From an optimization exercise on the open Yosys and OpenROAD flow, aimed at small area and a short achievable clock period; shortcuts taken in it are not production practice.
RTL that was checked went through simulation tests only; none was proved equivalent to the original.
No functional check of the RTL was part of run 2.
No activity file was given, so power comes from the tool's default toggle rates.

**flow/design.v**
```verilog
module sab_accum (
    input  wire        clk,
    input  wire        rst,
    input  wire        in_valid,
    input  wire [63:0] in_data,
    input  wire        in_last,
    output reg         out_valid,
    output reg  [63:0] out_sum
);
    reg        v_r;
    reg [63:0] x_r;
    reg        last_r;
    always @(posedge clk) begin
        if (rst)
            v_r <= 1'b0;
        else
            v_r <= in_valid;
        x_r    <= in_data;
        last_r <= in_last;
    end
    function [63:0] fadd;
        input [63:0] a;
        input [63:0] b;
        reg [10:0] ea, eb, el, es;
        reg [52:0] sa, sb, sl, ss;
        reg [10:0] d;
        reg [55:0] ext_s, shifted, lost_mask;
        reg        stk;
        reg [56:0] sum;
        reg [55:0] nrm;
        reg [10:0] e;
        reg [10:0] e_field;
        reg        g, r, s, up;
        reg [62:0] res;
        begin
            ea = (a[62:52] == 11'd0) ? 11'd1 : a[62:52];
            eb = (b[62:52] == 11'd0) ? 11'd1 : b[62:52];
            sa = {a[62:52] != 11'd0, a[51:0]};
            sb = {b[62:52] != 11'd0, b[51:0]};
            if (eb > ea) begin
                el = eb; sl = sb; es = ea; ss = sa;
            end else begin
                el = ea; sl = sa; es = eb; ss = sb;
            end
            d = el - es;
            ext_s = {ss, 3'b000};
            if (d >= 11'd56) begin
                shifted = 56'd0;
                stk = |ext_s;
            end else begin
                shifted = ext_s >> d;
                lost_mask = (56'd1 << d) - 56'd1;
                stk = |(ext_s & lost_mask);
            end
            sum = {1'b0, sl, 3'b000} + {1'b0, shifted};
            if (sum[56]) begin
                nrm = {sum[56:2], sum[1] | sum[0]};
                e = el + 11'd1;
            end else begin
                nrm = sum[55:0];
                e = el;
            end
            e_field = nrm[55] ? e : 11'd0;
            g = nrm[2];
            r = nrm[1];
            s = nrm[0] | stk;
            up = g & (r | s | nrm[3]);
            res = {e_field, nrm[54:3]} + {62'd0, up};
            fadd = {1'b0, res};
        end
    endfunction
    reg        first;      
    reg [63:0] acc;
    wire [63:0] base = first ? 64'd0 : acc;
    wire [63:0] nxt  = fadd(base, x_r);
    always @(posedge clk) begin
        if (rst) begin
            first     <= 1'b1;
            out_valid <= 1'b0;
        end else begin
            out_valid <= v_r & last_r;
            if (v_r)
                first <= last_r;
        end
        if (v_r)
            acc <= nxt;
        if (v_r & last_r)
            out_sum <= nxt;
    end
endmodule
```
**flow/run.sh**
```bash
#!/bin/bash
# synth_recipe.tcl (not shown) runs the flow's synth.tcl, then flattens the netlist and writes it again
# the make line also repeats each setting of config.mk as NAME=value (left out here)
make -C /OpenROAD-flow-scripts/flow DESIGN_CONFIG=/design/flow/config.mk WORK_HOME=/design/flow/orfs CLKGATE_MAP_FILE= SYNTH_SCRIPT=/design/flow/synth_recipe.tcl finish
```
**flow/config.mk**
```make
export PLATFORM = sky130hd
export DESIGN_NAME = sab_accum
export DESIGN_NICKNAME = sab_accum
export VERILOG_FILES = /design/flow/design.v
export SDC_FILE = /design/flow/constraint.sdc
export NUM_CORES = 4
export LEC_CHECK = 0
export CAP_MARGIN = 20
export CORE_MARGIN = 2
export CORE_UTILIZATION = 40
export SLEW_MARGIN = 20
```
**flow/constraint.sdc**
```tcl
create_clock -name core_clock -period 12.0 [get_ports {clk}]
set_input_delay 2.4000 -clock core_clock [delete_from_list [all_inputs] [get_ports {clk}]]
set_output_delay 2.4000 -clock core_clock [all_outputs]
set_load 0.01 [all_outputs]
```
==> results.ini, run 1 <==
[run_status]
run_status=finished clean

[finish]
diodes=0
most_frequent_cells_in_the_layout=373 x sky130_fd_sc_hd__nand2_1, 213 x sky130_fd_sc_hd__nor2_1, 177 x sky130_fd_sc_hd__buf_4
layout_commonest_cell=sky130_fd_sc_hd__nand2_1
final_cell_count_no_fill=3168
final_core_util=0.489
flow.area_growth_from_synthesis_pct=20.7
finish.net_count=2685
nFillCells=4556
final_layout_size_suffix_gt1_frac=0.144

[setup_path]
critical_path_most_common_cell=sky130_fd_sc_hd__buf_4
critPathMaxStageDelay_ps=550
critPathRequiredTime_ps=12230
worst_setup_path_end_kind=flop
path_max_fanout=19
slowest_stage_cell_on_the_critical_path=sky130_fd_sc_hd__or4_4
worstSetupStartpointType=flop
setup.worst_path.class=reg -> reg
timing.critical_path.arrival_ps=11840

[placement]
dp_hpwl_um=66000
port_buffers=130
gp_routability_congestion=0.999
placed_cells_incl_taps=3130

[sta]
slew_viol_final=0
slew_headroom=0.212
hold_viol_final=0
final_skew_ps=24.1
tightestPinTransition_ps=1170
final_setup_violation_count=0
layout_min_cycle_time_ps=11600
fmax_mhz=86.2
period_share=0.967
setup-tns-final_ps=0

[floorplanning]
die-area_um2=48900
rows=79
initial_utilization=0.405
dieHeight_um=221
core_um2=46600
die_width_um=221
design.portCount=133

[cts]
cts-buffers-inserted=17
path_clk_slew_ps=70
clock_sink_count=193
cell_at_the_root_of_the_clock_tree=sky130_fd_sc_hd__clkbuf_16
clock_tree.buffer_depth=2
worstSkewPairLatency_ps=500
tritoncts=built
ctsHtreeMaxLevel=4

[worst_hold_path]
worst_hold_path_type=reg -> reg

[synth]
syn_avg_cell_area_um2=7.98
cell_count_after_synthesis=2363
synth.yosys.warnings=1
ys_seq_elements=193
commonest_register_cell_after_synthesis=sky130_fd_sc_hd__edfxtp_1
largest_area_contributor_in_the_synthesized_netlist=sky130_fd_sc_hd__edfxtp_1
mappedNetlistArea_um2=18900
mappedNetlistNets=2500
synth_cell_types=95
seq_area_frac_synth=0.272
synth_area_leaders=sky130_fd_sc_hd__edfxtp_1 20%, sky130_fd_sc_hd__mux2i_1 8.8%, sky130_fd_sc_hd__nand2_1 7.5%
synth-async-reset-ratio=0
synth-edff-count=126
yosys.area.top_type_share=0.201

[global_routing]
globalRouteOverflowTotal=0
grt_pass1_vias=18300
grt_pass1_wl_um=121000
grt_start_max_net_pins=136
antenna_found_initial=3
gr-usage-all-layers=0.330

[routing]
wl_per_cell_um=26.1
route.detailed.drc=0
via_per_inst=6.16
totalWireLength_um=82700
drt.antenna.violating_nets=0
vias=19500
drt_first_iter_violations=2172
detail_route.first_pass.iterations=8

[run]
max_capacitance_violation_total=0

[power_and_ir_drop]
leakagePower_nw=9.21
peakVddDrop_uv=154
p_per_area_nw_per_um2=111

-- final timing paths --
check        slack (ps)   from  cells past startpoint      end
max                 400  first                     48  acc[60]
min                 650    v_r                      0  acc[59]
max reg2reg         400  first                     48  acc[60]
min reg2reg         650    v_r                      0  acc[59]
-- metrics by stage --
step | hold WS, ps | power [mW] | instance area (um2) | setup slack, ps
2_1_floorplan | 811 | 1.49 | 19200 | 12.6
3_3_place_gp | 626 | 1.90 | 22000 | 154
3_5_place_dp | 629 | 1.90 | 22000 | 121
4_1_cts | 637 | 2.49 | 22500 | 56.8
5_1_grt | 664 | 2.63 | 22800 | -19.4
6_report | 648 | 2.52 | 22800 | 397
-- registers in the layout (all words and copies together), names as in the netlist --
signal     cells
acc           63
first          1
last_r         1
out_sum       63
out_valid      1
v_r            1
x_r           63
-- per-layer routing --
layer	vias to the layer above	wire length, um	GRT usage
met1	9437	39200	0.501
met4	0	2180	0.0974
met3	90	6520	0.0494
li1	9056	-	-
met2	936	34700	0.479
met5	-	0	0
-- what timing repair did --
action | 4_1_cts | 5_1_grt
resized for setup | 0 | 40
setup endpoints to repair | 0 | 48
setup buffers | 0 | 5
hold buffers | 0 | 0
-- layout make-up --
| type | count | area, um2 | area share |
|---|---|---|---|
| clock inverter | 12 | 148 | 0.00648 |
| multi-input combinational | 1980 | 13400 | 0.588 |
| tap | 607 | 759 | 0.0333 |
| timing repair buffer | 315 | 2760 | 0.121 |
| clock buffer | 20 | 437 | 0.0192 |
| sequential | 193 | 5130 | 0.225 |
| inverter | 41 | 154 | 0.00676 |
-- power breakdown --
part / switching (mW) / internal (mW)
registers: 0.0285 / 0.752
logic: 0.744 / 0.410
clock network: 0.273 / 0.312
total: 1.05 / 1.47
-- logic make-up (layout without fill, tap and decap cells) --
family                   Yosys count  after routing  share of synthesized area
AO/OA/AOI/OAI                    594            594                      0.206
XOR/XNOR                         124            124                     0.0576
AND/OR/NAND/NOR                  980            981                      0.248
buffers and inverters            191            388                     0.0402
other                              1              1                   0.000199
adder cells (fa/ha/maj)           70             70                     0.0467
multiplexers                     210            210                      0.129
flip-flops                       193            193                      0.272
-- critical path: cells and delay by family (launching register included) --
kind                       cells  cell delay [ps]
DFF                            1              400
AOI/OAI and AO/OA             16             3950
and+or+nand+nor               21             4610
adders and majority gates      3              900
xor gates and xnor gates       1              100
buffers and inverters          7             1340
-- synth_stat cells (all sizes together) (33+ instances only) --
| cell | number |
|---|---|
| xor2 | 43 |
| ha | 68 |
| mux2i | 165 |
| a31oi | 39 |
| o21ai | 130 |
| a21o | 56 |
| dfxtp | 67 |
| a21oi | 141 |
| nor3 | 54 |
| edfxtp | 126 |
| nor2b | 68 |
| a211oi | 33 |
| inv | 41 |
| nor2 | 220 |
| nand3 | 55 |
| nand2 | 377 |
| xnor2 | 81 |
| buf | 47 |
| and3 | 37 |
| clkbuf | 103 |
==> run 2, diff against run 1 <==
==> flow/design.v (replaced) <==
module sab_accum (
    input  wire        clk,
    input  wire        rst,
    input  wire        in_valid,
    input  wire [63:0] in_data,
    input  wire        in_last,
    output reg         out_valid,
    output wire [63:0] out_sum
);
    reg [10:0] ae;         
    reg [51:0] am;         
    reg        ah;         
    reg [10:0] xe;         
    reg [51:0] xm;         
    reg        xh;         
    reg        v_r;        
    reg        last_r;     
    reg        first;      
    reg        big_x;      
    reg        sml_a;      
    reg        sml_x;      
    reg [5:0]  amt;        
    assign out_sum = {1'b0, ae, am};
    wire [10:0] ea = {ae[10:1], ae[0] | ~ah};
    wire [10:0] ex = {xe[10:1], xe[0] | ~xh};
    wire [52:0] ma = {ah, am};
    wire [52:0] mx = {xh, xm};
    wire [52:0] mb = big_x ? mx : ma;
    wire [52:0] ms = ({53{sml_a}} & ma) | ({53{sml_x}} & mx);
    wire [10:0] eb = big_x ? ex : ea;
    wire [10:0] eb1 = eb + 11'd1;
    wire        eb_gt1 = |eb[10:1];
    reg [55:0] sv;
    reg        stk;
    integer k;
    always @* begin
        sv  = {ms, 3'b000};
        stk = 1'b0;
        for (k = 5; k >= 0; k = k - 1) begin
            if (amt[k]) begin
                stk = stk | |(sv & ((56'd1 << (1 << k)) - 56'd1));
                sv  = sv >> (1 << k);
            end
        end
    end
    wire [52:0] sb = sv[55:3];
    wire [52:0] p  = mb ^ sb;
    wire [52:0] g  = mb & sb;
    reg [52:0] gg, pp;
    reg [52:0] gn, pn;
    integer l, i, j;
    always @* begin
        gg = g;
        pp = p;
        for (l = 0; l < 6; l = l + 1) begin
            gn = gg;
            pn = pp;
            for (i = 0; i < 53; i = i + 1) begin
                if ((i >> l) & 1) begin
                    j = ((i >> l) << l) - 1;
                    gn[i] = gg[i] | (pp[i] & gg[j]);
                    pn[i] = pp[i] & pp[j];
                end
            end
            gg = gn;
            pp = pn;
        end
    end
    wire h0 = p[0];
    wire h1 = p[1] ^ g[0];
    wire s_lo = sv[0] | stk;
    wire up_n = sv[2] & (sv[1] | s_lo | h0);             
    wire up_c = h0 & (sv[2] | sv[1] | s_lo | h1);        
    wire [52:0] cn = gg | (pp & {53{up_n}});             
    wire [52:0] cc = gg | (pp & {53{up_c}});             
    wire [52:0] sn = p ^ {cn[51:0], up_n};
    wire [52:0] sc = p ^ {cc[51:0], up_c};
    wire        co = gg[52];                             
    wire        cout = cn[52];                           
    wire [51:0] nm = co ? sc[52:1] : sn[51:0];
    wire [10:0] ne = cout ? eb1 : (eb_gt1 ? eb : {10'd0, sn[52]});
    wire        nh = cout | sn[52];
    wire        acc_in = in_valid & ~rst;
    wire        first_n = rst | (v_r ? last_r : first);
    wire [10:0] xen = in_data[62:52];
    wire [10:0] exn = {xen[10:1], xen[0] | ~|xen};
    wire [11:0] t0  = {1'b0, eb} - {1'b0, exn};          
    wire [11:0] nt0 = ~t0;                               
    wire        neg0 = t0[11];
    wire        neg1 = t0[11] & ~&t0;                    
    wire [11:0] a0 = neg0 ? nt0 + 12'd1 : t0;
    wire [11:0] a1 = neg1 ? nt0 : t0 + 12'd1;
    wire [5:0]  a0s = |a0[11:6] ? 6'h3f : a0[5:0];
    wire [5:0]  a1s = |a1[11:6] ? 6'h3f : a1[5:0];
    wire        negn = cout ? neg1 : neg0;
    always @(posedge clk) begin
        ae <= ne;
        am <= nm;
        ah <= nh;
        xe <= xen;
        xm <= in_data[51:0];
        xh <= |xen;
        amt <= cout ? a1s : a0s;
        big_x <= first_n | (acc_in & negn);
        sml_a <= ~first_n & acc_in & negn;
        sml_x <= ~first_n & acc_in & ~negn;
        if (rst) begin
            v_r       <= 1'b0;
            out_valid <= 1'b0;
        end else begin
            v_r       <= in_valid;
            out_valid <= v_r & last_r;
        end
        last_r <= in_last;
        first  <= first_n;
    end
endmodule
==> results.ini, run 2 <==
[routing]
totalWireLength_um=56900  ; was 82700 um
wl_per_cell_um=24.2  ; was 26.1 um
drt.antenna.violating_nets=0  ; unchanged
detail_route.first_pass.iterations=8  ; unchanged
vias=15000  ; was 19500
via_per_inst=6.39  ; was 6.16
route.detailed.drc=0  ; unchanged
drt_first_iter_violations=1705  ; was 2172

[power_and_ir_drop]
p_sw_mw=1.47  ; was 1.05 mW
p_per_area_nw_per_um2=183  ; was 111 nW/um2
internal_mw=1.52  ; was 1.47 mW
sequentialPowerShare=0.232  ; was 0.310
sw_frac_of_total=0.493  ; was 0.415
power.total_mw=2.99  ; was 2.52 mW
peakVddDrop_uv=130  ; was 154 uV
leakagePower_nw=6.24  ; was 9.21 nW
comb_power_share=0.588  ; was 0.458
pwr-share-clk=0.180  ; was 0.232

[setup_path]
slowest_stage_cell_on_the_critical_path=sky130_fd_sc_hd__a2111oi_1  ; was sky130_fd_sc_hd__or4_4
worstSetupStartpointType=flop  ; unchanged
critPathMaxStageDelay_ps=1120  ; was 550 ps
startpoint=sml_a  ; was first
setup.worst_path.class=reg -> reg  ; unchanged
worst_r2r_endpoint=am[24]  ; was acc[60]
cp_cell_sequence=buf_4 -> a22oi_1 -> o22ai_1 -> a2111oi_0 -> nor4_2 -> nand3_1 -> o21ai_0 -> ha_1 -> inv_1 -> fa_1 -> nand3b_1 -> a21oi_1 -> o21ai_0 -> a2111oi_1 -> o311ai_1 -> and3_1 -> o21ai_4 -> buf_4 -> nor2_1 -> a31o_1 -> a221oi_2
timing.critical_path.arrival_ps=8710  ; was 11840 ps
endpoint=am[24]  ; was acc[60]
worst-r2r-cell-count=21  ; was 48
worst_setup_path_end_kind=flop  ; unchanged
critPathRequiredTime_ps=12370  ; was 12230 ps
r2r_start=sml_a  ; was first
path_max_fanout=70  ; was 19
timing.reg2reg.setup_slack_ps=3660  ; was 400 ps

[global_routing]
antenna_found_initial=0  ; was 3
grt_pass1_wl_um=85400  ; was 121000 um
gr-usage-all-layers=0.305  ; was 0.330
grt_start_max_net_pins=74  ; was 136
globalRouteOverflowTotal=0  ; unchanged
grt_pass1_vias=13900  ; was 18300

[synth]
synth-async-reset-ratio=0  ; unchanged
ys_seq_elements=141  ; was 193
yosys.area.top_type_share=0.197  ; was 0.201
seq_area_frac_synth=0.197  ; was 0.272
synth_area_leaders=sky130_fd_sc_hd__dfxtp_1 20%, sky130_fd_sc_hd__mux2i_1 8.0%, sky130_fd_sc_hd__ha_1 5.9%  ; was sky130_fd_sc_hd__edfxtp_1 20%, sky130_fd_sc_hd__mux2i_1 8.8%, sky130_fd_sc_hd__nand2_1 7.5%
commonest_register_cell_after_synthesis=sky130_fd_sc_hd__dfxtp_1  ; was sky130_fd_sc_hd__edfxtp_1
largest_area_contributor_in_the_synthesized_netlist=sky130_fd_sc_hd__dfxtp_1  ; was sky130_fd_sc_hd__edfxtp_1
synth-edff-count=0  ; was 126
syn_avg_cell_area_um2=7.76  ; was 7.98 um2
cell_count_after_synthesis=1841  ; was 2363
mappedNetlistNets=1979  ; was 2500
synth_common_cells=165 x sky130_fd_sc_hd__nor2_1, 145 x sky130_fd_sc_hd__nand2_1, 141 x sky130_fd_sc_hd__dfxtp_1  ; was 375 x sky130_fd_sc_hd__nand2_1, 219 x sky130_fd_sc_hd__nor2_1, 165 x sky130_fd_sc_hd__mux2i_1
mappedNetlistArea_um2=14300  ; was 18900 um2
synthMostInstantiatedCell=sky130_fd_sc_hd__nor2_1  ; was sky130_fd_sc_hd__nand2_1
synth_cell_types=105  ; was 95
synth.yosys.warnings=1  ; unchanged

[sta]
slew_viol_final=0  ; unchanged
layout_setup_ws_ps=3660  ; was 397 ps
rsz_0062_raised_after_global_routing=no
final_setup_violation_count=0  ; unchanged
layout_min_cycle_time_ps=8340  ; was 11600 ps
fmax_mhz=120  ; was 86.2 MHz
slew_headroom=0.180  ; was 0.212
hold_ws_ps=447  ; was 648 ps
final_skew_ps=12.5  ; was 24.1 ps
period_share=0.695  ; was 0.967
setup-tns-final_ps=0  ; unchanged
tightestPinTransition_ps=1230  ; was 1170 ps
hold_viol_final=0  ; unchanged

[placement]
gp_routability_congestion=1.00  ; was 0.999
dp_hpwl_um=43100  ; was 66000 um
port_buffers=130  ; unchanged
post-place-ws_ps=4030  ; was 121 ps

[cts]
cell_at_the_root_of_the_clock_tree=sky130_fd_sc_hd__clkbuf_16  ; unchanged
ctsHtreeMaxLevel=4  ; unchanged
cts.hold.buffers_added=0  ; unchanged
tritoncts=built  ; unchanged
clock_tree.buffer_depth=2  ; unchanged
cts.repair_timing.setup_buffer_count=0  ; unchanged
clock_sink_count=141  ; was 193
path_clk_slew_ps=70  ; about the same
post_cts_resized=0  ; unchanged
worstSkewPairLatency_ps=460  ; was 500 ps
cts-buffers-inserted=17  ; unchanged

[floorplanning]
design.portCount=133  ; unchanged
initial_utilization=0.404  ; was 0.405
core_um2=35400  ; was 46600 um2
die-area_um2=37300  ; was 48900 um2
dieHeight_um=193  ; was 221 um
die_width_um=193  ; was 221 um
rows=69  ; was 79

[finish]
final_layout_size_suffix_gt1_frac=0.102  ; was 0.144
area_taken_by_multi_input_logic_gates_um2=10600  ; was 13400 um2
flow.area_growth_from_synthesis_pct=14.1  ; was 20.7%
diodes=0  ; unchanged
reg_top3=am (52), xm (52)  ; was acc (63), out_sum (63), x_r (63)
layout_commonest_cell=sky130_fd_sc_hd__nor2_1  ; was sky130_fd_sc_hd__nand2_1
most_frequent_cells_in_the_layout=164 x sky130_fd_sc_hd__nor2_1, 145 x sky130_fd_sc_hd__nand2_1, 136 x sky130_fd_sc_hd__dfxtp_1  ; was 373 x sky130_fd_sc_hd__nand2_1, 213 x sky130_fd_sc_hd__nor2_1, 177 x sky130_fd_sc_hd__buf_4
area_of_all_sequential_standard_cells_um2=2830  ; was 5130 um2
nFillCells=3576  ; was 4556
finish.net_count=2016  ; was 2685

[worst_hold_path]
hold-path-cell-count=2  ; was 0
worst_hold_path_type=reg -> reg  ; unchanged

[run_status]
run_status=finished clean  ; unchanged

[run]
max_capacitance_violation_total=0  ; unchanged

==> run 2: through the flow <==
| step | util | std cells | cell area (um2) |
|---|---|---|---|
| global placement | 0.445 | 2320 | 15700 |
| detailed placement | 0.445 | 2320 | 15700 |
| finish | 0.461 | 2352 | 16300 |
| CTS | 0.461 | 2352 | 16300 |
| global route | 0.461 | 2352 | 16300 |
| floorplan | - | 1841 | 14300 |
==> run 2: kinds of logic (layout without fill, tap and decap cells) <==
family | Yosys count | after routing | share of synthesized area
XOR/XNOR | 80 | 80 | 0.0490
other | 1 | 1 | 0.000262
AND/OR/NAND/NOR | 585 | 585 | 0.202
multiplexers | 189 | 189 | 0.142
buffers and inverters | 201 | 251 | 0.0617
flip-flops | 141 | 141 | 0.197
AO/OA/AOI/OAI | 574 | 574 | 0.284
adder cells (fa/ha/maj) | 70 | 70 | 0.0629
==> run 2: worst min-delay path by stage <==
stage | startpoint | end | slack [ps]
detailed placement | last_r | out_valid | 430
CTS | last_r | out_valid | 450
global route | last_r | out_valid | 490
global placement | last_r | out_valid | 430
floorplan | last_r | out_valid | 410
finish | last_r | out_valid | 450
==> run 2: per-layer routing <==
metal / track usage / part of all wire
met3: 0.0510 / 0.089
met2: 0.457 / 0.43
met1: 0.441 / 0.46
met5: 0 / 0
met4: 0.0999 / 0.027
==> run 2: power by group through the flow <==
| stage | Clock (mW) | Combinational [mW] | Sequential, mW |
|---|---|---|---|
| 6_report | 0.538 | 1.76 | 0.693 |
| 3_3_place_gp | 0 | 1.68 | 0.698 |
| 4_1_cts | 0.547 | 1.71 | 0.688 |
| 5_1_grt | 0.562 | 1.89 | 0.698 |
| 2_1_floorplan | 0 | 1.15 | 0.667 |
| 3_5_place_dp | 0 | 1.70 | 0.697 |
==> run 2: critical path: cells and delay by family, from the launching register on <==
kind	cells	cell delay, ps
and+or+nand+nor	5	1370
DFF	1	310
buffers and inverters	3	1390
AOI/OAI and AO/OA	11	4260
adders and majority gates	2	730
==> run 2: layout make-up <==
cell class              instances  area share
clock buffers                  18      0.0263
clock inverters                14     0.00890
inverters                      67      0.0154
well taps                     461      0.0354
repair buffers                152      0.0899
flip-flops and latches        141       0.174
multi-input cells            1499       0.650
==> run 3, diff against run 2 <==
--- a/flow/design.v
+++ b/flow/design.v
@@ -27,5 +27,5 @@
     wire [52:0] mx = {xh, xm};
     wire [52:0] mb = big_x ? mx : ma;
-    wire [52:0] ms = ({53{sml_a}} & ma) | ({53{sml_x}} & mx);
+    wire [55:0] ms = ({56{sml_a}} & {1'b0, ma, 2'b00}) | ({56{sml_x}} & {mx, 3'b000});
     wire [10:0] eb = big_x ? ex : ea;
     wire [10:0] eb1 = eb + 11'd1;
@@ -35,5 +35,5 @@
     integer k;
     always @* begin
-        sv  = {ms, 3'b000};
+        sv  = ms;
         stk = 1'b0;
         for (k = 5; k >= 0; k = k - 1) begin
@@ -54,15 +54,20 @@
         pp = p;
         for (l = 0; l < 6; l = l + 1) begin
-            gn = gg;
-            pn = pp;
             for (i = 0; i < 53; i = i + 1) begin
-                if ((i >> l) & 1) begin
-                    j = ((i >> l) << l) - 1;
-                    gn[i] = gg[i] | (pp[i] & gg[j]);
-                    pn[i] = pp[i] & pp[j];
+                if (((i + 1) % (2 << l)) == 0) begin
+                    j = i - (1 << l);
+                    gg[i] = gg[i] | (pp[i] & gg[j]);
+                    pp[i] = pp[i] & pp[j];
                 end
             end
-            gg = gn;
-            pp = pn;
+        end
+        for (l = 5; l >= 0; l = l - 1) begin
+            for (i = 0; i < 53; i = i + 1) begin
+                if (((i + 1) % (2 << l)) == (1 << l) && i >= (2 << l)) begin
+                    j = i - (1 << l);
+                    gg[i] = gg[i] | (pp[i] & gg[j]);
+                    pp[i] = pp[i] & pp[j];
+                end
+            end
         end
     end
@@ -86,9 +91,9 @@
     wire [10:0] exn = {xen[10:1], xen[0] | ~|xen};
     wire [11:0] t0  = {1'b0, eb} - {1'b0, exn};          
-    wire [11:0] nt0 = ~t0;                               
+    wire [11:0] t1  = {1'b0, eb1} - {1'b0, exn};         
     wire        neg0 = t0[11];
-    wire        neg1 = t0[11] & ~&t0;                    
-    wire [11:0] a0 = neg0 ? nt0 + 12'd1 : t0;
-    wire [11:0] a1 = neg1 ? nt0 : t0 + 12'd1;
+    wire        neg1 = t1[11];
+    wire [11:0] a0 = t0 ^ {12{neg0}};
+    wire [11:0] a1 = t1 ^ {12{neg1}};
     wire [5:0]  a0s = |a0[11:6] ? 6'h3f : a0[5:0];
     wire [5:0]  a1s = |a1[11:6] ? 6'h3f : a1[5:0];
--- a/flow/config.mk
+++ b/flow/config.mk
@@ -8,4 +8,5 @@
 export CAP_MARGIN = 20
 export CORE_MARGIN = 2
-export CORE_UTILIZATION = 40
+export CORE_UTILIZATION = 60
+export SETUP_SLACK_MARGIN = 5
 export SLEW_MARGIN = 20
==> results.ini, run 3 <==
[setup_path]
cp_cell_sequence=buf_6 -> a22o_1 -> o22ai_1 -> o31a_1 -> or4_4 -> mux2_2 -> mux2i_1 -> ha_1 -> inv_1 -> fa_1 -> nand3b_1 -> a211oi_2 -> o21ai_0 -> a21oi_1 -> o31a_1 -> a2bb2oi_2 -> a21o_4 -> buf_6 -> nor2_1 -> a311oi_1 -> a21oi_1 -> a21o_1  ; was buf_4 -> a22oi_1 -> o22ai_1 -> a2111oi_0 -> nor4_2 -> nand3_1 -> o21ai_0 -> ha_1 -> inv_1 -> fa_1 -> nand3b_1 -> a21oi_1 -> o21ai_0 -> a2111oi_1 -> o311ai_1 -> and3_1 -> o21ai_4 -> buf_4 -> nor2_1 -> a31o_1 -> a221oi_2
critPathTopFamily=compound AO/OA/AOI/OAI gates  ; unchanged
slowest_stage_cell_on_the_critical_path=sky130_fd_sc_hd__dfxtp_4  ; was sky130_fd_sc_hd__a2111oi_1
r2r_start=sml_a  ; unchanged
worst_setup_path_end_kind=flop  ; unchanged
timing.critical_path.buf_inv=3  ; unchanged
timing.critical_path.arrival_ps=7170  ; was 8710 ps
critPathMaxStageDelay_ps=570  ; was 1120 ps
worst_r2r_endpoint=am[44]  ; was am[24]
critPathRequiredTime_ps=12350  ; was 12370 ps
worstSetupStartpointType=flop  ; unchanged
setup.worst_path.class=reg -> reg  ; unchanged
worst-r2r-cell-count=22  ; was 21
timing.reg2reg.setup_slack_ps=5180  ; was 3660 ps
path_max_fanout=42  ; was 70

[routing]
totalWireLength_um=43900  ; was 56900 um
route.detailed.drc=0  ; unchanged
detail_route.first_pass.iterations=8  ; unchanged
drt.antenna.violating_nets=0  ; unchanged
via_per_inst=6.60  ; was 6.39
drt_first_iter_violations=1450  ; was 1705
vias=13700  ; was 15000
wl_per_cell_um=21.2  ; was 24.2 um

[cts]
path_clk_slew_ps=70  ; about the same
cts-buffers-inserted=17  ; unchanged
cell_at_the_root_of_the_clock_tree=sky130_fd_sc_hd__clkbuf_16  ; unchanged
cts.hold.buffers_added=0  ; unchanged
ctsHtreeMaxLevel=4  ; unchanged
tritoncts=built  ; unchanged
worstSkewPairLatency_ps=440  ; was 460 ps
clock_tree.buffer_depth=2  ; unchanged
clock_sink_count=141  ; unchanged

[power_and_ir_drop]
p_sw_mw=0.669  ; was 1.47 mW
power.total_mw=1.82  ; was 2.99 mW
internal_mw=1.15  ; was 1.52 mW
sequentialPowerShare=0.322  ; was 0.232
leakagePower_nw=6.07  ; was 6.24 nW
sw_frac_of_total=0.368  ; was 0.493
comb_power_share=0.377  ; was 0.588
pwr-share-clk=0.301  ; was 0.180
p_per_area_nw_per_um2=119  ; was 183 nW/um2
peakVddDrop_uv=79.7  ; was 130 uV

[global_routing]
gr-usage-all-layers=0.362  ; was 0.305
grt_start_max_net_pins=71  ; was 74
grt_pass1_wl_um=68500  ; was 85400 um
antenna_found_initial=0  ; unchanged
grt_pass1_vias=12600  ; was 13900
globalRouteOverflowTotal=0  ; unchanged

[synth]
synth.yosys.warnings=1  ; unchanged
ys_seq_elements=141  ; unchanged
mappedNetlistArea_um2=13400  ; was 14300 um2
synth_common_cells=157 x sky130_fd_sc_hd__nand2_1, 145 x sky130_fd_sc_hd__a21oi_1, 141 x sky130_fd_sc_hd__dfxtp_1  ; was 165 x sky130_fd_sc_hd__nor2_1, 145 x sky130_fd_sc_hd__nand2_1, 141 x sky130_fd_sc_hd__dfxtp_1
mappedNetlistNets=1882  ; was 1979
synth_cell_types=89  ; was 105
synthMostInstantiatedCell=sky130_fd_sc_hd__nand2_1  ; was sky130_fd_sc_hd__nor2_1
commonest_register_cell_after_synthesis=sky130_fd_sc_hd__dfxtp_1  ; unchanged
synth_area_leaders=sky130_fd_sc_hd__dfxtp_1 21%, sky130_fd_sc_hd__ha_1 7.1%, sky130_fd_sc_hd__mux2i_1 6.2%  ; was sky130_fd_sc_hd__dfxtp_1 20%, sky130_fd_sc_hd__mux2i_1 8.0%, sky130_fd_sc_hd__ha_1 5.9%
synth-async-reset-ratio=0  ; unchanged
cell_count_after_synthesis=1734  ; was 1841
seq_area_frac_synth=0.211  ; was 0.197
syn_avg_cell_area_um2=7.71  ; was 7.76 um2
largest_area_contributor_in_the_synthesized_netlist=sky130_fd_sc_hd__dfxtp_1  ; unchanged
synth-edff-count=0  ; unchanged
yosys.area.top_type_share=0.211  ; was 0.197

[floorplanning]
dieHeight_um=153  ; was 193 um
rows=54  ; was 69
initial_utilization=0.613  ; was 0.404
core_um2=21800  ; was 35400 um2
design.portCount=133  ; unchanged
die_width_um=153  ; was 193 um
die-area_um2=23500  ; was 37300 um2

[sta]
layout_min_cycle_time_ps=6820  ; was 8340 ps
slew_viol_final=0  ; unchanged
hold_viol_final=0  ; unchanged
final_skew_ps=12.7  ; was 12.5 ps
rsz_0062_raised_after_global_routing=no  ; unchanged
slew_headroom=0.318  ; was 0.180
period_share=0.568  ; was 0.695
tightestPinTransition_ps=1020  ; was 1230 ps
fmax_mhz=147  ; was 120 MHz
setup-tns-final_ps=0  ; unchanged
layout_setup_ws_ps=5180  ; was 3660 ps
final_setup_violation_count=0  ; unchanged

[placement]
post-place-ws_ps=4180  ; was 4030 ps
port_buffers=130  ; unchanged
dp_hpwl_um=32400  ; was 43100 um
instance_area_after_placement_um2=14600  ; was 15700 um2
gp_routability_congestion=1.01  ; was 1.00

[worst_hold_path]
min-delay-start=last_r  ; unchanged
worstHoldEndpoint=out_valid  ; unchanged
worst_hold_path_type=reg -> reg  ; unchanged
hold-path-cell-count=2  ; unchanged

[finish]
diodes=0  ; unchanged
final_layout_size_suffix_gt1_frac=0.0911  ; was 0.102
finish.instance_area_um2=15300  ; was 16300 um2
layout_commonest_cell=sky130_fd_sc_hd__nand2_1  ; was sky130_fd_sc_hd__nor2_1
finish.net_count=1927  ; was 2016
most_frequent_cells_in_the_layout=156 x sky130_fd_sc_hd__nand2_1, 143 x sky130_fd_sc_hd__a21oi_1, 137 x sky130_fd_sc_hd__dfxtp_1  ; was 164 x sky130_fd_sc_hd__nor2_1, 145 x sky130_fd_sc_hd__nand2_1, 136 x sky130_fd_sc_hd__dfxtp_1
nFillCells=1854  ; was 3576
flow.area_growth_from_synthesis_pct=14.3  ; was 14.1%
final_core_util=0.700  ; was 0.461
reg_top3=am (52), xm (52)  ; unchanged

[run_status]
run_status=finished clean  ; unchanged

[run]
max_capacitance_violation_total=0  ; unchanged

[run 3: layer usage]
metal	vias to the layer above	part of all wire	global-route usage
met5	-	0	0
met4	0	0.040	0.157
met3	116	0.093	0.0604
met2	729	0.44	0.562
met1	6361	0.43	0.496
li1	6464	-	-
[run 3: final cells by class]
cell class                 instances  area [um2]  share of cell area
clock buffer                      19         433              0.0283
clock inverter                    11         145             0.00949
inverter                          66         250              0.0164
multi-input combinational       1403        9800               0.641
sequential                       141        2830               0.185
tap                              280         350              0.0229
timing repair buffer             150        1480              0.0967
[run 3: worst min-delay path, stage by stage (launching register included)]
cell and delay, ps:
sky130_fd_sc_hd__dfxtp_1 300, sky130_fd_sc_hd__nand2_1 70, sky130_fd_sc_hd__nor2_1 40
[run 3: stage by stage]
step	hold slack, ps	cells
after floorplan	410	1734
after global placement	422	2039
after detailed placement	441	2039
after CTS	454	2069
after global routing	473	2070
final	453	2070
[run 3: cells by family (layout without fill, tap and decap cells)]
kind of cell / Yosys count / after routing / synth area share
and+or+nand+nor: 484 / 484 / 0.172
xor gates and xnor gates: 125 / 125 / 0.0819
buffers and inverters: 190 / 246 / 0.0597
other: 1 / 1 / 0.000280
muxes: 157 / 157 / 0.126
DFF: 141 / 141 / 0.211
AOI/OAI and AO/OA: 556 / 556 / 0.272
adders and majority gates: 80 / 80 / 0.0771
[run 3: worst max-delay path by stage]
stage                 from      to  slack, ps  depth (start not counted)
6_report             sml_a  am[44]       5180                         22
5_1_grt              sml_a  am[44]       5000                         22
4_1_cts              sml_a   sml_x       5050                         20
3_5_place_dp         sml_a  am[44]       4180                         22
3_3_place_gp         sml_a  am[44]       4280                         22
2_1_floorplan  in_data[56]  amt[0]       6250                         15
[run 3: repair_timing]
| item | CTS | global route |
|---|---|---|
| buffers inserted | 0 | 1 |
| gates resized for setup | 8 | 11 |
| pin swaps | 0 | 1 |
| setup endpoints to repair | 40 | 23 |
[run 3: power groups by stage]
stage          Sequential [mW]  Combinational [mW]  Clock, mW
5_1_grt                  0.592               0.740      0.571
3_3_place_gp             0.592               0.652          0
3_5_place_dp             0.593               0.663          0
4_1_cts                  0.583               0.669      0.550
2_1_floorplan            0.589               0.438          0
6_report                 0.586               0.685      0.547
==> run 4, diff against run 3 <==
==> flow/flow/run.sh (new file) <==
#!/bin/bash
set -euo pipefail
cd "$(dirname "$0")/.."
export BUFFER_PORTS_ARGS="-buffer_cell sky130_fd_sc_hd__buf_1"
if [[ -f flow/margin ]]; then
  export SETUP_SLACK_MARGIN="$(cat flow/margin)"
fi
bash standard.sh > standard.log 2>&1
test -s out/final.def
==> flow/standard.sh (new file) <==
#!/bin/bash
# synth_recipe.tcl (not shown) runs the flow's synth.tcl, then flattens the netlist and writes it again
# the make line also repeats each setting of config.mk as NAME=value (left out here)
make -C /OpenROAD-flow-scripts/flow DESIGN_CONFIG=/design/flow/config.mk WORK_HOME=/design/flow/orfs CLKGATE_MAP_FILE= SYNTH_SCRIPT=/design/flow/synth_recipe.tcl "${@:-finish}"
--- a/flow/config.mk
+++ b/flow/config.mk
@@ -9,4 +9,6 @@
 export CORE_MARGIN = 2
 export CORE_UTILIZATION = 60
+export CTS_BUF_LIST = sky130_fd_sc_hd__clkbuf_4 sky130_fd_sc_hd__clkbuf_8
+export CTS_CLUSTER_SIZE = 40
 export SETUP_SLACK_MARGIN = 5
 export SLEW_MARGIN = 20
removed: flow/run.sh
==> results.ini, run 4 <==
[synth]
mappedNetlistArea_um2=13400  ; unchanged
seq_area_frac_synth=0.211  ; unchanged
mappedNetlistNets=1882  ; unchanged
synth.yosys.warnings=1  ; unchanged
commonest_register_cell_after_synthesis=sky130_fd_sc_hd__dfxtp_1  ; unchanged
cell_count_after_synthesis=1734  ; unchanged
ys_seq_elements=141  ; unchanged
synth_cell_types=89  ; unchanged
largest_area_contributor_in_the_synthesized_netlist=sky130_fd_sc_hd__dfxtp_1  ; unchanged
synthMostInstantiatedCell=sky130_fd_sc_hd__nand2_1  ; unchanged
yosys.area.top_type_share=0.211  ; unchanged
syn_avg_cell_area_um2=7.71  ; unchanged
synth-async-reset-ratio=0  ; unchanged
synth-edff-count=0  ; unchanged
synth_area_leaders=sky130_fd_sc_hd__dfxtp_1 21%, sky130_fd_sc_hd__ha_1 7.1%, sky130_fd_sc_hd__mux2i_1 6.2%  ; unchanged
synth_common_cells=157 x sky130_fd_sc_hd__nand2_1, 145 x sky130_fd_sc_hd__a21oi_1, 141 x sky130_fd_sc_hd__dfxtp_1  ; unchanged

[sta]
setup-tns-final_ps=0  ; unchanged
slew_viol_final=0  ; unchanged
final_setup_violation_count=0  ; unchanged
hold_viol_final=0  ; unchanged
period_share=0.561  ; was 0.568
layout_min_cycle_time_ps=6740  ; was 6820 ps
fmax_mhz=148  ; was 147 MHz
slew_headroom=0.300  ; was 0.318
tightestPinTransition_ps=1050  ; was 1020 ps
final_skew_ps=17.0  ; was 12.7 ps
layout_setup_ws_ps=5260  ; was 5180 ps
rsz_0062_raised_after_global_routing=yes  ; was no

[global_routing]
grt_start_max_net_pins=71  ; unchanged
gr-usage-all-layers=0.357  ; was 0.362
grt_pass1_wl_um=67300  ; was 68500 um
antenna_found_initial=0  ; unchanged
globalRouteOverflowTotal=0  ; unchanged
grt_pass1_vias=12500  ; was 12600

[power_and_ir_drop]
power.total_mw=1.64  ; was 1.82 mW
internal_mw=0.981  ; was 1.15 mW
p_sw_mw=0.658  ; was 0.669 mW
leakagePower_nw=5.65  ; was 6.07 nW
comb_power_share=0.383  ; was 0.377
peakVddDrop_uv=68.2  ; was 79.7 uV
sw_frac_of_total=0.402  ; was 0.368
sequentialPowerShare=0.354  ; was 0.322
pwr-share-clk=0.263  ; was 0.301
p_per_area_nw_per_um2=114  ; was 119 nW/um2

[routing]
vias=13600  ; was 13700
drt.antenna.violating_nets=0  ; unchanged
totalWireLength_um=43400  ; was 43900 um
route.detailed.drc=0  ; unchanged
drt_first_iter_violations=1314  ; was 1450
wl_per_cell_um=20.9  ; was 21.2 um
via_per_inst=6.57  ; was 6.60
detail_route.first_pass.iterations=8  ; unchanged

[cts]
ctsHtreeMaxLevel=4  ; unchanged
worstSkewPairLatency_ps=480  ; was 440 ps
tritoncts=built  ; unchanged
path_clk_slew_ps=90  ; was 70 ps
cts.repair_timing.setup_buffer_count=0  ; unchanged
clock_tree.buffer_depth=2  ; unchanged
cts-buffers-inserted=17  ; unchanged
cell_at_the_root_of_the_clock_tree=sky130_fd_sc_hd__clkbuf_8  ; was sky130_fd_sc_hd__clkbuf_16
clock_sink_count=141  ; unchanged
cts.hold.buffers_added=0  ; unchanged

[floorplanning]
dieHeight_um=153  ; unchanged
die_width_um=153  ; unchanged
design.portCount=133  ; unchanged
die-area_um2=23500  ; unchanged
initial_utilization=0.613  ; unchanged
core_um2=21800  ; unchanged
rows=54  ; unchanged

[setup_path]
worst_setup_path_end_kind=flop  ; unchanged
timing.critical_path.arrival_ps=7160  ; was 7170 ps
timing.reg2reg.setup_slack_ps=5260  ; was 5180 ps
setup.worst_path.class=reg -> reg  ; unchanged
worstSetupStartpointType=flop  ; unchanged
path_max_fanout=64  ; was 42
critPathRequiredTime_ps=12420  ; was 12350 ps

[run]
max_capacitance_violation_total=0  ; unchanged

[placement]
gp_routability_congestion=1.02  ; was 1.01
dp_hpwl_um=31800  ; was 32400 um
post-place-ws_ps=4820  ; was 4180 ps
port_buffers=130  ; unchanged
instance_area_after_placement_um2=13800  ; was 14600 um2

[finish]
flow.area_growth_from_synthesis_pct=7.11  ; was 14.3%
most_frequent_cells_in_the_layout=156 x sky130_fd_sc_hd__nand2_1, 143 x sky130_fd_sc_hd__a21oi_1, 137 x sky130_fd_sc_hd__dfxtp_1  ; unchanged
reg_top3=am (52), xm (52)  ; unchanged
final_layout_size_suffix_gt1_frac=0.0959  ; was 0.0911
finish.net_count=1928  ; was 1927
finish.instance_area_um2=14300  ; was 15300 um2
diodes=0  ; unchanged
layout_commonest_cell=sky130_fd_sc_hd__nand2_1  ; unchanged
final_core_util=0.656  ; was 0.700

[worst_hold_path]
worst_hold_path_type=reg -> reg  ; unchanged

[run_status]
run_status=finished clean  ; unchanged

run 4: worst max-delay path, cell delays in order (launching register included):
cell and delay [ps]:
sky130_fd_sc_hd__dfxtp_1 330, sky130_fd_sc_hd__buf_4 390, sky130_fd_sc_hd__or2_2 420, sky130_fd_sc_hd__a221oi_1 160
sky130_fd_sc_hd__o31a_1 340, sky130_fd_sc_hd__or4_4 510, sky130_fd_sc_hd__mux2_2 290, sky130_fd_sc_hd__mux2i_1 250
sky130_fd_sc_hd__ha_1 230, sky130_fd_sc_hd__inv_1 70, sky130_fd_sc_hd__fa_1 460, sky130_fd_sc_hd__nand3b_1 200
sky130_fd_sc_hd__a211oi_1 480, sky130_fd_sc_hd__o21ai_0 390, sky130_fd_sc_hd__a21oi_1 320, sky130_fd_sc_hd__o31a_1 270
sky130_fd_sc_hd__a2bb2oi_2 320, sky130_fd_sc_hd__a21oi_4 100, sky130_fd_sc_hd__buf_4 350, sky130_fd_sc_hd__or3_1 420
sky130_fd_sc_hd__mux2_2 270, sky130_fd_sc_hd__nand3_1 80
run 4: final timing paths:
kind | from | end | cells after the start
max | amt[5] | am[50] | 21
min | last_r | out_valid | 2
max reg2reg | amt[5] | am[50] | 21
min reg2reg | last_r | out_valid | 2
run 4: repair_timing:
| item | 4_1_cts | 5_1_grt |
|---|---|---|
| gates cloned | 0 | 1 |
| endpoints found under the setup margin | 10 | 45 |
| pin swaps | 0 | 0 |
| resized for setup | 6 | 15 |
run 4: metal layers:
layer  vias up  GRT usage  routed length [um]
met2       688      0.560               18800
met3       106     0.0595                4050
met5         -          0                   0
met1      6359      0.491               19000
met4         0      0.135                1490
li1       6460          -                   -
run 4: stage by stage:
stage	cells	hold WS (ps)
2_1_floorplan	1734	410
3_3_place_gp	2040	421
3_5_place_dp	2040	432
4_1_cts	2072	445
5_1_grt	2073	466
6_report	2073	441
run 4: cells by family after synthesis:
logic type,Yosys count,synth area share
multiplexers,157,0.126
flip-flops,141,0.211
other,1,0.000280
XOR/XNOR,125,0.0819
buffers and inverters,190,0.0597
AND/OR/NAND/NOR,484,0.172
AO/OA/AOI/OAI,556,0.272
adder cells (fa/ha/maj),80,0.0771
run 4: area by class of cell:
type	count	area (um2)
Clock buffer	20	263
Clock inverter	12	159
Fill cell	1999	7500
Inverter	66	254
Multi-Input combinational cell	1403	9800
Sequential cell	141	2830
Tap cell	280	350
Timing Repair Buffer	150	663
Timing Repair inverter	1	5.00
run 4: power by group through the flow:
stage | combinational [mW] | clock (mW) | sequential (mW)
global placement | 0.598 | 0 | 0.587
detailed placement | 0.607 | 0 | 0.588
global route | 0.679 | 0.451 | 0.587
CTS | 0.613 | 0.434 | 0.577
floorplan | 0.438 | 0 | 0.589
finish | 0.627 | 0.432 | 0.580
==> run 5, diff against run 4 <==
--- a/flow/design.v
+++ b/flow/design.v
@@ -20,4 +20,7 @@
     reg        sml_a;      
     reg        sml_x;      
+    reg        big_xn;     
+    reg        sml_an;     
+    reg        sml_xn;
     reg [5:0]  amt;        
     assign out_sum = {1'b0, ae, am};
@@ -26,6 +29,9 @@
     wire [52:0] ma = {ah, am};
     wire [52:0] mx = {xh, xm};
-    wire [52:0] mb = big_x ? mx : ma;
-    wire [55:0] ms = ({56{sml_a}} & {1'b0, ma, 2'b00}) | ({56{sml_x}} & {mx, 3'b000});
+    wire [52:0] mb = {big_xn ? ma[52:27] : mx[52:27], big_x ? mx[26:0] : ma[26:0]};
+    wire [55:0] ms_a = {1'b0, ma, 2'b00};
+    wire [55:0] ms_x = {mx, 3'b000};
+    wire [55:0] ms = {({28{~sml_an}} & ms_a[55:28]) | ({28{~sml_xn}} & ms_x[55:28]),
+                      ({28{sml_a}} & ms_a[27:0]) | ({28{sml_x}} & ms_x[27:0])};
     wire [10:0] eb = big_x ? ex : ea;
     wire [10:0] eb1 = eb + 11'd1;
@@ -110,4 +116,7 @@
         sml_a <= ~first_n & acc_in & negn;
         sml_x <= ~first_n & acc_in & ~negn;
+        big_xn <= ~(first_n | (acc_in & negn));
+        sml_an <= ~(~first_n & acc_in & negn);
+        sml_xn <= ~(~first_n & acc_in & ~negn);
         if (rst) begin
             v_r       <= 1'b0;
==> flow/flow/margin (new file) <==
6.5
--- a/flow/config.mk
+++ b/flow/config.mk
@@ -11,4 +11,3 @@
 export CTS_BUF_LIST = sky130_fd_sc_hd__clkbuf_4 sky130_fd_sc_hd__clkbuf_8
 export CTS_CLUSTER_SIZE = 40
-export SETUP_SLACK_MARGIN = 5
 export SLEW_MARGIN = 20
==> results.ini, run 5 <==
[synth]
syn_avg_cell_area_um2=7.69  ; was 7.71 um2
synthMostInstantiatedCell=sky130_fd_sc_hd__a21oi_1  ; was sky130_fd_sc_hd__nand2_1
yosys.area.top_type_share=0.213  ; was 0.211
cell_count_after_synthesis=1759  ; was 1734
ys_seq_elements=144  ; was 141
seq_area_frac_synth=0.213  ; was 0.211
mappedNetlistNets=1907  ; was 1882
synth_common_cells=155 x sky130_fd_sc_hd__a21oi_1, 153 x sky130_fd_sc_hd__nand2_1, 147 x sky130_fd_sc_hd__nor2_1  ; was 157 x sky130_fd_sc_hd__nand2_1, 145 x sky130_fd_sc_hd__a21oi_1, 141 x sky130_fd_sc_hd__dfxtp_1
mappedNetlistArea_um2=13500  ; was 13400 um2
synth.yosys.warnings=1  ; unchanged
synth_area_leaders=sky130_fd_sc_hd__dfxtp_1 21%, sky130_fd_sc_hd__ha_1 7.0%, sky130_fd_sc_hd__mux2i_1 5.9%  ; was sky130_fd_sc_hd__dfxtp_1 21%, sky130_fd_sc_hd__ha_1 7.1%, sky130_fd_sc_hd__mux2i_1 6.2%
commonest_register_cell_after_synthesis=sky130_fd_sc_hd__dfxtp_1  ; unchanged
synth-async-reset-ratio=0  ; unchanged
synth-edff-count=0  ; unchanged
largest_area_contributor_in_the_synthesized_netlist=sky130_fd_sc_hd__dfxtp_1  ; unchanged
synth_cell_types=94  ; was 89

[cts]
clock_tree.buffer_depth=2  ; unchanged
clock_sink_count=144  ; was 141
ctsHtreeMaxLevel=4  ; unchanged
worstSkewPairLatency_ps=500  ; was 480 ps
cell_at_the_root_of_the_clock_tree=sky130_fd_sc_hd__clkbuf_8  ; unchanged
path_clk_slew_ps=110  ; was 90 ps
cts-buffers-inserted=17  ; unchanged
tritoncts=built  ; unchanged

[placement]
gp_routability_congestion=1.07  ; was 1.02
placed_cells_incl_taps=2075  ; was 2040
dp_hpwl_um=36600  ; was 31800 um
port_buffers=130  ; unchanged

[sta]
setup-tns-final_ps=0  ; unchanged
tightestPinTransition_ps=1010  ; was 1050 ps
final_setup_violation_count=0  ; unchanged
slew_headroom=0.328  ; was 0.300
layout_min_cycle_time_ps=5450  ; was 6740 ps
fmax_mhz=184  ; was 148 MHz
slew_viol_final=0  ; unchanged
period_share=0.454  ; was 0.561
hold_ws_ps=451  ; was 441 ps
final_skew_ps=31.0  ; was 17.0 ps
rsz_0062_raised_after_global_routing=yes  ; unchanged
hold_viol_final=0  ; unchanged

[run]
max_capacitance_violation_total=0  ; unchanged

[setup_path]
timing.reg2reg.setup_slack_ps=6550  ; was 5260 ps
path_max_fanout=17  ; was 64
setup.worst_path.class=reg -> reg  ; unchanged
critPathRequiredTime_ps=12350  ; was 12420 ps
worst_r2r_endpoint=sml_an  ; was am[50]
r2r_start=sml_an  ; was amt[5]
worst_setup_path_end_kind=flop  ; unchanged
worstSetupStartpointType=flop  ; unchanged
timing.critical_path.arrival_ps=5800  ; was 7160 ps
worst-r2r-cell-count=18  ; was 21

[finish]
diodes=0  ; unchanged
most_frequent_cells_in_the_layout=149 x sky130_fd_sc_hd__nand2_1, 141 x sky130_fd_sc_hd__nor2_1, 140 x sky130_fd_sc_hd__a21oi_1  ; was 156 x sky130_fd_sc_hd__nand2_1, 143 x sky130_fd_sc_hd__a21oi_1, 137 x sky130_fd_sc_hd__dfxtp_1
finish.net_count=2020  ; was 1928
area_of_all_sequential_standard_cells_um2=2910  ; was 2830 um2
area_taken_by_multi_input_logic_gates_um2=10600  ; was 9800 um2
final_cell_count_no_fill=2165  ; was 2073
final_layout_size_suffix_gt1_frac=0.182  ; was 0.0959
layout_commonest_cell=sky130_fd_sc_hd__nand2_1  ; unchanged
nFillCells=1826  ; was 1999
reg_top3=am (52), xm (52)  ; unchanged
flow.area_growth_from_synthesis_pct=17.8  ; was 7.11%

[global_routing]
globalRouteMet2Util=0.645  ; was 0.560
grt_start_max_net_pins=60  ; was 71
grt_pass1_wl_um=74300  ; was 67300 um
globalRouteOverflowTotal=0  ; unchanged
global_route.usage.met1=0.516  ; was 0.491
grt_pass1_vias=13300  ; was 12500
antenna_found_initial=2  ; was 0
grt.busiest_layer=met2  ; unchanged
gr-usage-all-layers=0.404  ; was 0.357
grt_use_met3=0.0933  ; was 0.0595

[floorplanning]
core_um2=22000  ; was 21800 um2
die_width_um=154  ; was 153 um
rows=54  ; unchanged
die-area_um2=23800  ; was 23500 um2
dieHeight_um=154  ; was 153 um
initial_utilization=0.616  ; was 0.613
design.portCount=133  ; unchanged

[power_and_ir_drop]
p_per_area_nw_per_um2=123  ; was 114 nW/um2
peakVddDrop_uv=129  ; was 68.2 uV
leakagePower_nw=6.44  ; was 5.65 nW

[routing]
detail_route.first_pass.iterations=8  ; unchanged
drt_first_iter_violations=1917  ; was 1314
wl_per_cell_um=24.1  ; was 20.9 um
via_per_inst=6.84  ; was 6.57
drt.antenna.violating_nets=0  ; unchanged
totalWireLength_um=52300  ; was 43400 um
vias=14800  ; was 13600
route.detailed.drc=0  ; unchanged

[run_status]
run_status=finished clean  ; unchanged

[worst_hold_path]
hold-path-cell-count=2  ; unchanged
worstHoldEndpoint=out_valid  ; unchanged
worst_hold_path_type=reg -> reg  ; unchanged
min-delay-start=last_r  ; unchanged

run 5: what timing repair did:
action | 4_1_cts | 5_1_grt
gates resized for setup | 77 | 130
pin swaps | 14 | 26
cloned | 2 | 9
buffers inserted | 17 | 30
setup endpoints to repair | 76 | 75
hold buffers | 0 | 0
run 5: routing by layer:
metal	up-vias	wire length, um	part of all wire
li1	6709	-	-
met1	6792	19900	0.38
met2	1030	22600	0.43
met3	275	6500	0.12
met4	2	3220	0.062
met5	-	13	0.00025
run 5: cell families after synthesis:
group	after synthesis	share of synthesized area
flip-flops	144	0.213
buffers and inverters	192	0.0586
AO/OA/AOI/OAI	567	0.280
multiplexers	151	0.119
adder cells (fa/ha/maj)	80	0.0762
other	1	0.000277
AND/OR/NAND/NOR	497	0.171
XOR/XNOR	127	0.0822
run 5: how the worst max path moves through the flow:
stage	start	endpoint	slack (ps)	cells past startpoint
after floorplan	in_data[56]	amt[2]	6680	16
after global placement	sml_a	big_xn	4810	19
after detailed placement	sml_a	sml_an	4800	19
after CTS	sml_xn	am[46]	6510	21
after global routing	sml_a	am[38]	6420	24
final	sml_an	sml_an	6550	18
run 5: area by class of cell:
| type | count | area share |
|---|---|---|
| well taps | 280 | 0.0220 |
| inverters | 79 | 0.0208 |
| repair buffers | 203 | 0.0805 |
| clock buffers | 17 | 0.0147 |
| flip-flops and latches | 144 | 0.182 |
| clock inverters | 15 | 0.0117 |
| repair inverters | 2 | 0.000785 |
| multi-input cells | 1425 | 0.667 |
run 5: worst max-delay path, stage by stage (launching register included):
cell and delay, ps:
sky130_fd_sc_hd__dfxtp_4 390, sky130_fd_sc_hd__buf_12 160, sky130_fd_sc_hd__inv_8 140, sky130_fd_sc_hd__a22oi_2 150, sky130_fd_sc_hd__buf_4 180, sky130_fd_sc_hd__a221oi_2 260
sky130_fd_sc_hd__a2bb2o_1 360, sky130_fd_sc_hd__or4_4 510, sky130_fd_sc_hd__o21ai_4 190, sky130_fd_sc_hd__ha_4 300, sky130_fd_sc_hd__nand4_1 230, sky130_fd_sc_hd__nor3_4 350
sky130_fd_sc_hd__and3_2 360, sky130_fd_sc_hd__nand2_1 240, sky130_fd_sc_hd__or4_4 530, sky130_fd_sc_hd__nor2_4 220, sky130_fd_sc_hd__a31o_4 250, sky130_fd_sc_hd__mux2i_1 330
sky130_fd_sc_hd__nand3_1 130
run 5: stage by stage:
stage	area, um2	total power [mW]	util	worst slack, ps
floorplan	13500	1.17	-	6680
global placement	14000	1.42	0.639	4810
detailed placement	14000	1.43	0.639	4800
CTS	14900	1.88	0.680	6510
global route	15900	2.04	0.726	6420
finish	15900	1.97	0.726	6550
run 5: where the power goes:
part           internal, mW  total, mW  switching, mW
sequential            0.547      0.659          0.113
clock                 0.162      0.428          0.266
combinational         0.338      0.878          0.540
==> run 6, diff against run 5 <==
--- a/flow/design.v
+++ b/flow/design.v
@@ -30,12 +30,12 @@
     wire [52:0] mx = {xh, xm};
     wire [52:0] mb = {big_xn ? ma[52:27] : mx[52:27], big_x ? mx[26:0] : ma[26:0]};
-    wire [55:0] ms_a = {1'b0, ma, 2'b00};
-    wire [55:0] ms_x = {mx, 3'b000};
-    wire [55:0] ms = {({28{~sml_an}} & ms_a[55:28]) | ({28{~sml_xn}} & ms_x[55:28]),
-                      ({28{sml_a}} & ms_a[27:0]) | ({28{sml_x}} & ms_x[27:0])};
+    wire [53:0] ms_a = {1'b0, ma};
+    wire [53:0] ms_x = {mx, 1'b0};
+    wire [53:0] ms = {({27{~sml_an}} & ms_a[53:27]) | ({27{~sml_xn}} & ms_x[53:27]),
+                      ({27{sml_a}} & ms_a[26:0]) | ({27{sml_x}} & ms_x[26:0])};
     wire [10:0] eb = big_x ? ex : ea;
     wire [10:0] eb1 = eb + 11'd1;
     wire        eb_gt1 = |eb[10:1];
-    reg [55:0] sv;
+    reg [53:0] sv;
     reg        stk;
     integer k;
@@ -45,10 +45,10 @@
         for (k = 5; k >= 0; k = k - 1) begin
             if (amt[k]) begin
-                stk = stk | |(sv & ((56'd1 << (1 << k)) - 56'd1));
+                stk = stk | |(sv & ((54'd1 << (1 << k)) - 54'd1));
                 sv  = sv >> (1 << k);
             end
         end
     end
-    wire [52:0] sb = sv[55:3];
+    wire [52:0] sb = sv[53:1];
     wire [52:0] p  = mb ^ sb;
     wire [52:0] g  = mb & sb;
@@ -80,7 +80,6 @@
     wire h0 = p[0];
     wire h1 = p[1] ^ g[0];
-    wire s_lo = sv[0] | stk;
-    wire up_n = sv[2] & (sv[1] | s_lo | h0);             
-    wire up_c = h0 & (sv[2] | sv[1] | s_lo | h1);        
+    wire up_n = sv[0] & (stk | h0);                      
+    wire up_c = h0 & (sv[0] | stk | h1);                 
     wire [52:0] cn = gg | (pp & {53{up_n}});             
     wire [52:0] cc = gg | (pp & {53{up_c}});             
@@ -95,7 +94,7 @@
     wire        first_n = rst | (v_r ? last_r : first);
     wire [10:0] xen = in_data[62:52];
-    wire [10:0] exn = {xen[10:1], xen[0] | ~|xen};
-    wire [11:0] t0  = {1'b0, eb} - {1'b0, exn};          
-    wire [11:0] t1  = {1'b0, eb1} - {1'b0, exn};         
+    wire        xz  = ~|xen;                             
+    wire [11:0] t0  = sub12(eb, xen, ~xz);               
+    wire [11:0] t1  = sub12(eb1, xen, ~xz);              
     wire        neg0 = t0[11];
     wire        neg1 = t1[11];
@@ -105,4 +104,29 @@
     wire [5:0]  a1s = |a1[11:6] ? 6'h3f : a1[5:0];
     wire        negn = cout ? neg1 : neg0;
+    function [11:0] sub12;
+        input [10:0] a;
+        input [10:0] b;
+        input        ci;
+        reg   [11:0] x, y, gs, ps, gq, pq;
+        integer      m, n;
+        begin
+            x  = {1'b0, a};
+            y  = {1'b1, ~b};
+            gs = x & y;
+            ps = x ^ y;
+            for (m = 0; m < 4; m = m + 1) begin
+                gq = gs;
+                pq = ps;
+                for (n = 0; n < 12; n = n + 1)
+                    if ((n >> m) & 1) begin
+                        gq[n] = gs[n] | (ps[n] & gs[((n >> m) << m) - 1]);
+                        pq[n] = ps[n] & ps[((n >> m) << m) - 1];
+                    end
+                gs = gq;
+                ps = pq;
+            end
+            sub12 = (x ^ y) ^ {gs[10:0] | (ps[10:0] & {11{ci}}), ci};
+        end
+    endfunction
     always @(posedge clk) begin
         ae <= ne;
--- a/flow/config.mk
+++ b/flow/config.mk
@@ -9,5 +9,3 @@
 export CORE_MARGIN = 2
 export CORE_UTILIZATION = 60
-export CTS_BUF_LIST = sky130_fd_sc_hd__clkbuf_4 sky130_fd_sc_hd__clkbuf_8
-export CTS_CLUSTER_SIZE = 40
 export SLEW_MARGIN = 20
==> results.ini, run 6 <==
[routing]
vias=14700  ; was 14800
drt_first_iter_violations=1912  ; was 1917
wl_per_cell_um=24.8  ; was 24.1 um
route.detailed.drc=0  ; unchanged
detail_route.first_pass.iterations=8  ; unchanged
via_per_inst=6.93  ; was 6.84
totalWireLength_um=52600  ; was 52300 um
drt.antenna.violating_nets=0  ; unchanged

[synth]
largest_area_contributor_in_the_synthesized_netlist=sky130_fd_sc_hd__dfxtp_1  ; unchanged
synth.yosys.warnings=1  ; unchanged
synth-edff-count=0  ; unchanged
synth-async-reset-ratio=0  ; unchanged
seq_area_frac_synth=0.212  ; was 0.213
synth_cell_types=88  ; was 94
commonest_register_cell_after_synthesis=sky130_fd_sc_hd__dfxtp_1  ; unchanged
synth_common_cells=173 x sky130_fd_sc_hd__nor2_1, 150 x sky130_fd_sc_hd__a21oi_1, 144 x sky130_fd_sc_hd__dfxtp_1  ; was 155 x sky130_fd_sc_hd__a21oi_1, 153 x sky130_fd_sc_hd__nand2_1, 147 x sky130_fd_sc_hd__nor2_1
yosys.area.top_type_share=0.212  ; was 0.213
mappedNetlistNets=1897  ; was 1907
synthMostInstantiatedCell=sky130_fd_sc_hd__nor2_1  ; was sky130_fd_sc_hd__a21oi_1

[floorplanning]
rows=55  ; was 54
initial_utilization=0.605  ; was 0.616
die-area_um2=23800  ; about the same
dieHeight_um=154  ; about the same
die_width_um=154  ; about the same

[setup_path]
timing.critical_path.arrival_ps=5860  ; was 5800 ps
cp_cell_sequence=buf_12 -> a22oi_2 -> a21oi_1 -> a2bb2oi_1 -> mux2i_1 -> mux2i_1 -> mux2_2 -> and2_0 -> o21ba_2 -> ha_2 -> nand4_1 -> or2_2 -> o22ai_4 -> a21o_4 -> a41o_4 -> a21boi_4 -> buf_4 -> clkbuf_16 -> or4b_1 -> nand4_1  ; was buf_12 -> inv_8 -> a22oi_2 -> buf_4 -> a221oi_2 -> a2bb2o_1 -> or4_4 -> o21ai_4 -> ha_4 -> nand4_1 -> nor3_4 -> and3_2 -> nand2_1 -> or4_4 -> nor2_4 -> a31o_4 -> mux2i_1 -> nand3_1
critPathMaxStageDelay_ps=500  ; was 530 ps
slowest_stage_cell_on_the_critical_path=sky130_fd_sc_hd__or4b_1  ; was sky130_fd_sc_hd__or4_4
path_max_fanout=32  ; was 17
critPathRequiredTime_ps=12390  ; was 12350 ps

[finish]
most_frequent_cells_in_the_layout=170 x sky130_fd_sc_hd__nor2_1, 140 x sky130_fd_sc_hd__a21oi_1, 140 x sky130_fd_sc_hd__dfxtp_1  ; was 149 x sky130_fd_sc_hd__nand2_1, 141 x sky130_fd_sc_hd__nor2_1, 140 x sky130_fd_sc_hd__a21oi_1
flow.area_growth_from_synthesis_pct=14.4  ; was 17.8%
reg_top3=am (52), xm (52)  ; unchanged
nFillCells=1899  ; was 1826
final_layout_size_suffix_gt1_frac=0.139  ; was 0.182
finish.instance_area_um2=15500  ; was 15900 um2
layout_commonest_cell=sky130_fd_sc_hd__nor2_1  ; was sky130_fd_sc_hd__nand2_1
final_core_util=0.692  ; was 0.726

[cts]
worstSkewPairLatency_ps=440  ; was 500 ps
clock_sink_count=144  ; unchanged
tritoncts=built  ; unchanged
ctsHtreeMaxLevel=4  ; unchanged
cts-buffers-inserted=17  ; unchanged

[sta]
slew_viol_final=0  ; unchanged
hold_ws_ps=435  ; was 451 ps
period_share=0.456  ; was 0.454
fmax_mhz=183  ; was 184 MHz
final_skew_ps=12.4  ; was 31.0 ps
final_setup_violation_count=0  ; unchanged
layout_setup_ws_ps=6530  ; was 6550 ps
rsz_0062_raised_after_global_routing=no  ; was yes
slew_headroom=0.299  ; was 0.328
setup-tns-final_ps=0  ; unchanged
tightestPinTransition_ps=1050  ; was 1010 ps

[global_routing]
grt_pass1_vias=13000  ; was 13300
grt_start_max_net_pins=58  ; was 60
antenna_found_initial=1  ; was 2
global_route.usage.met1=0.555  ; was 0.516
grt_pass1_wl_um=75700  ; was 74300 um

[power_and_ir_drop]
p_sw_mw=0.921  ; was 0.919 mW
power.total_mw=2.12  ; was 1.97 mW
peakVddDrop_uv=127  ; was 129 uV
p_per_area_nw_per_um2=136  ; was 123 nW/um2
sequentialPowerShare=0.312  ; was 0.336

[placement]
instance_area_after_placement_um2=14100  ; was 14000 um2
post-place-ws_ps=4780  ; was 4800 ps
placed_cells_incl_taps=2067  ; was 2075
dp_hpwl_um=36900  ; was 36600 um

[worst_hold_path]
worst_hold_path_type=reg -> reg  ; unchanged

[run_status]
run_status=finished clean  ; unchanged

[run]
max_capacitance_violation_total=0  ; unchanged

-- run 6: changes by cell type in the layout (fill, tap and decap cells not counted), moves of 10 or more --
cell	previous run	this run
sky130_fd_sc_hd__a211oi_1	17	27
sky130_fd_sc_hd__buf_4	51	25
sky130_fd_sc_hd__clkbuf_16	7	23
sky130_fd_sc_hd__clkbuf_8	17	0
sky130_fd_sc_hd__inv_1	73	56
sky130_fd_sc_hd__nand2_1	149	130
sky130_fd_sc_hd__nor2_1	141	170
-- run 6: cell families after synthesis --
group,count (synthesis),synth area share
muxes,162,0.134
buffers and inverters,184,0.0547
other,1,0.000276
AOI/OAI and AO/OA,546,0.267
DFF,144,0.212
xor gates and xnor gates,125,0.0807
and+or+nand+nor,506,0.175
adders and majority gates,81,0.0767
-- run 6: worst paths after layout --
path,cells after the start,start,slack [ps],to
hold reg to reg,2,last_r,440,out_valid
setup / recovery,20,sml_a,6530,am[6]
setup reg to reg,20,sml_a,6530,am[6]
hold / removal,2,last_r,440,out_valid
-- run 6: power groups by stage --
stage	logic, mW	registers [mW]	clock network (mW)
3_5_place_dp	0.806	0.657	0
2_1_floorplan	0.567	0.634	0
4_1_cts	0.822	0.649	0.578
3_3_place_gp	0.792	0.657	0
6_report	0.878	0.660	0.579
5_1_grt	0.941	0.660	0.597
-- run 6: area by class of cell --
class / instances / area (um2) / share of cell area
Inverter: 64 / 264 / 0.0170
Sequential cell: 144 / 2890 / 0.186
Antenna cell: 1 / 2.50 / 0.000161
Timing Repair Buffer: 175 / 1050 / 0.0676
Tap cell: 285 / 357 / 0.0230
Timing Repair inverter: 1 / 7.51 / 0.000484
Clock buffer: 17 / 425 / 0.0274
Clock inverter: 14 / 190 / 0.0123
Multi-Input combinational cell: 1421 / 10300 / 0.666
-- run 6: repair_timing --
action,4_1_cts,5_1_grt
resized for setup,50,76
setup buffers,8,8
cloned,1,6
pin swaps,3,11
setup endpoints to repair,76,67
-- run 6: routing by layer --
metal | up-vias | part of all wire | wire length (um)
li1 | 6595 | - | -
met1 | 6829 | 0.39 | 20500
met2 | 1057 | 0.42 | 22000
met3 | 231 | 0.14 | 7100
met4 | 4 | 0.056 | 2930
met5 | - | 0.00051 | 27
-- run 6: critical path: cells and delay by family (launching register included) --
| kind | cells | cell delay [ps] |
|---|---|---|
| AO/OA/AOI/OAI | 8 | 2030 |
| AND/OR/NAND/NOR | 5 | 1350 |
| multiplexers | 3 | 750 |
| buffers and inverters | 3 | 520 |
| adder cells (fa/ha/maj) | 1 | 390 |
| flip-flops | 1 | 330 |

[afterwards: timing with drivers on the ports]
In the flow no input, the clock included, has a driving cell. The finished layouts below were timed again as built, in two steps. Step 1 assumes that a clkbuf_16 drives the clock port and a buf_2 every other input. Step 2 also shifts input and output timing later by t, the mid clock arrival at the registers, as if the neighbouring blocks saw the same clock. a / b / c = no drivers / after step 1 / after step 2; a / b = the first two.
run | t (ns) | setup WS [ns] | hold WS [ns] | worst setup path at the end | slew at the worst register clock pin (ns)
run 1 | 0.544 | 0.397 / 0.397 / 0.397 | 0.648 / 0.648 / 0.648 | register to register | 0.08 / 0.08
run 2 | 0.512 | 3.664 / 3.664 / 3.664 | 0.447 / 0.447 / 0.447 | register to register | 0.08 / 0.08
run 3 | 0.488 | 5.180 / 5.180 / 5.166 | 0.453 / 0.453 / 0.453 | input to register | 0.07 / 0.07
run 4 | 0.520 | 5.263 / 5.263 / 5.263 | 0.441 / 0.441 / 0.441 | register to register | 0.10 / 0.10
run 5 | 0.534 | 6.551 / 6.551 / 6.150 | 0.451 / 0.451 / 0.451 | input to register | 0.13 / 0.13
run 6 | 0.487 | 6.529 / 6.529 / 6.243 | 0.435 / 0.435 / 0.435 | input to register | 0.08 / 0.08
After both steps every run listed still meets setup and hold. For run 5, which loses most, drivers alone change the setup slack by 0.000 ns; drivers and shift together by -0.401 ns.
